This design comes from an exercise in tuning for small area, a short achievable clock period and few clock cycles on the open sky130 flow, not from production work.
RTL that was checked went through simulation tests only; none was proved equivalent to the original.
No activity file was given, so power comes from the tool's default toggle rates.

== job 101 ==
## pzip_packer
module pzip_packer (
    input  wire       clk,
    input  wire       rst,
    input  wire       in_valid,
    output wire       in_ready,
    input  wire [7:0] in_data,
    input  wire       in_last,
    output wire       out_valid,
    input  wire       out_ready,
    output wire [7:0] out_data,
    output reg        done,
    output reg  [3:0] tlen
);
Size in the first run: about 2,600 cells after synthesis, about 390 flip-flops, roughly 28 I/O pins.
export LEC_CHECK = 0
export CAP_MARGIN = 20
export CORE_MARGIN = 2
export CORE_UTILIZATION = 40
export CTS_BUF_LIST = sky130_fd_sc_hd__clkbuf_16
export CTS_CLUSTER_DIAMETER = 100
export CTS_CLUSTER_SIZE = 30
export SLEW_MARGIN = 20
create_clock -name core_clock -period 23.0 [get_ports {clk}]
standard.sh (not shown) runs the stock make flow with config.mk's settings and CLKGATE_MAP_FILE= SYNTH_SCRIPT=/design/flow/synth_recipe.tcl, a recipe that flattens the netlist after the stock synthesis.
==> flow/flow/run.sh <==
#!/bin/bash
# The standard layout, with the port buffers made of buf_4 cells instead of
# the cell buffer_ports picks by itself (a slow delay buffer on sky130hd).
set -euo pipefail
bash standard.sh 'BUFFER_PORTS_ARGS=-buffer_cell sky130_fd_sc_hd__buf_4' finish > standard_flow.log 2>&1
The final layout from job 101, which completed every stage, passed the timing, design-rule and antenna checks at the end of the flow.
Testbench counts of job 101, summed over its fixed seeds: cycles 39,991.
Modified inputs, job 102 compared to job 101
# job 101
export LEC_CHECK = 0
export CAP_MARGIN = 20
export CORE_MARGIN = 2
export CORE_UTILIZATION = 40
export CTS_BUF_LIST = sky130_fd_sc_hd__clkbuf_16
export CTS_CLUSTER_DIAMETER = 100
export CTS_CLUSTER_SIZE = 30
export SLEW_MARGIN = 20
create_clock -name core_clock -period 23.0 [get_ports {clk}]
# job 102
export LEC_CHECK = 0
export CAP_MARGIN = 20
export CORE_MARGIN = 2
export CORE_UTILIZATION = 40
export SLEW_MARGIN = 20
create_clock -name core_clock -period 23.0 [get_ports {clk}]
Notes after the runs:
- Between job 101 and job 102, the difference in maximum clock frequency is negligible.
- Job 102 reports its endpoint of the worst setup timing path as tlen[2] while job 101 reports tlen[3].
- Against job 101 as the reference, job 102 delivers a higher static power due to leakage.
- Area added between synthesis and finish: job 102 vs job 101 up 3.1 points
- Comparing job 102 against job 101, there is no change at all in total standard cell area after synthesis.
Modified inputs, job 103 compared to job 102
# job 102
export LEC_CHECK = 0
export CAP_MARGIN = 20
export CORE_MARGIN = 2
export CORE_UTILIZATION = 40
export SLEW_MARGIN = 20
create_clock -name core_clock -period 23.0 [get_ports {clk}]
# job 103
export LEC_CHECK = 0
export CAP_MARGIN = 20
export CORE_MARGIN = 2
export CORE_UTILIZATION = 40
export CTS_BUF_LIST = sky130_fd_sc_hd__clkbuf_16
export CTS_CLUSTER_DIAMETER = 80
export CTS_CLUSTER_SIZE = 24
export SLEW_MARGIN = 20
create_clock -name core_clock -period 23.0 [get_ports {clk}]
==> summary.txt <==
When the final numbers for job 103 and job 102 were put side by side, the clock share of power turned out to be greater in job 102.
Changes observed in job 103 relative to job 102: post-CTS clock slew at the launch and capture registers of the worst setup and hold paths grew by 0.02 ns, fraction of the cycle the final worst path needs ~0 delta, worst hold margin picked up an extra 0.0037 ns, non-clock buffer count fell by about 1.7%.
Between job 103 and job 102, the aggregate global-route resource usage is higher for job 102.
Against job 102 as the reference, job 103 delivers a lower clock power.
Setup slack in job 103 is smaller than in job 102.
Static leakage power down about 2.4% in job 103 wrt job 102
Global-route wire length before repair on job 103 is ahead of job 102.
Against job 102, clock buffer instance count of the final layout in job 103 fell by more than half.

========
Setup of lane 1:
pzip_packer, a different RTL version from the one above (not shown whole).
For scale: ~2600 cells after synthesis, about 28 I/O pins, roughly 27000 µm² of cells after synthesis.
## pzip_packer
module pzip_packer (
    input  wire       clk,
    input  wire       rst,
    input  wire       in_valid,
    output wire       in_ready,
    input  wire [7:0] in_data,
    input  wire       in_last,
    output wire       out_valid,
    input  wire       out_ready,
    output wire [7:0] out_data,
    output reg        done,
    output reg  [3:0] tlen
);
Settings: LEC_CHECK=0, CAP_MARGIN=20, CORE_MARGIN=2, CORE_UTILIZATION=40, SLEW_MARGIN=20; clock period 23.0 ns.
==> flow/flow/run.sh <==
#!/bin/bash
set -euo pipefail
bash standard.sh 'BUFFER_PORTS_ARGS=-buffer_cell sky130_fd_sc_hd__buf_4' SETUP_SLACK_MARGIN=17.2 finish > standard_flow.log 2>&1
Here is what was changed in the inputs of lane 2 compared with lane 1.
==> flow/flow/run.sh <==
#!/bin/bash
# The standard layout, with the port buffers made of buf_4 cells instead of
# the cell buffer_ports picks by itself (a slow delay buffer on sky130hd).
set -euo pipefail
bash standard.sh 'BUFFER_PORTS_ARGS=-buffer_cell sky130_fd_sc_hd__buf_4' finish > standard_flow.log 2>&1
Notes after the runs:
Reported for lane 1 and lane 2, total placed cells including tap cells turned out identical to the last digit.
Re number of clock buffer instances in the layout: no difference whatsoever between lane 2 and lane 1.
There was hardly any difference in critical path data arrival time between lane 2 and lane 1.
Comparing lane 2 against lane 1, there is no change at all in arithmetic-cell share of the synthesized area counting full adders, half adders and majority gates.
Share of synthesized area spent on multiplexers of lane 2 is on par with lane 1.
Diff lane 1 -> lane 2: count of input and output buffers was more or less identical, register-to-register setup slack about even.
No run of this note included a check of the RTL's function; only the layout flow was run.

[static timing again, ports no longer ideal]
The results above use ideal ports. As a check the final layouts listed here were re-extracted and re-timed, cells and wires unchanged.
Step 1: set_driving_cell puts a clkbuf_16 on clk and a buf_2 on each other input, an assumption about the parent block.
Step 2 adds t to the input delays and takes it off the output delays; t is the mean of the earliest and latest rising clock arrival at the registers after step 1. Input paths then give back, and output paths get back, about the clock's delay inside the block.
a / b / c = no drivers / after step 1 / after step 2; a / b = the first two.
| run | shift t [ns] | setup WS [ns] | worst setup path after step 2 | clock arrival spread, ns | worst slew at a driven data input, ns |
|---|---|---|---|---|---|
| job 101 | 0.631 | 17.268 / 17.205 / 17.274 | input to register | 0.046 / 0.045 | 0.04 |
| job 102 | 0.651 | 17.272 / 17.209 / 17.260 | input to register | 0.043 / 0.043 | 0.04 |
| job 103 | 0.659 | 17.265 / 17.202 / 17.265 | input to register | 0.049 / 0.049 | 0.04 |
| lane 1 | 0.647 | 17.269 / 17.210 / 16.949 | input to register | 0.022 / 0.022 | 0.03 |
| lane 2 | 0.647 | 17.269 / 17.210 / 16.949 | input to register | 0.022 / 0.022 | 0.03 |
After both steps setup and hold are still met in every run listed.
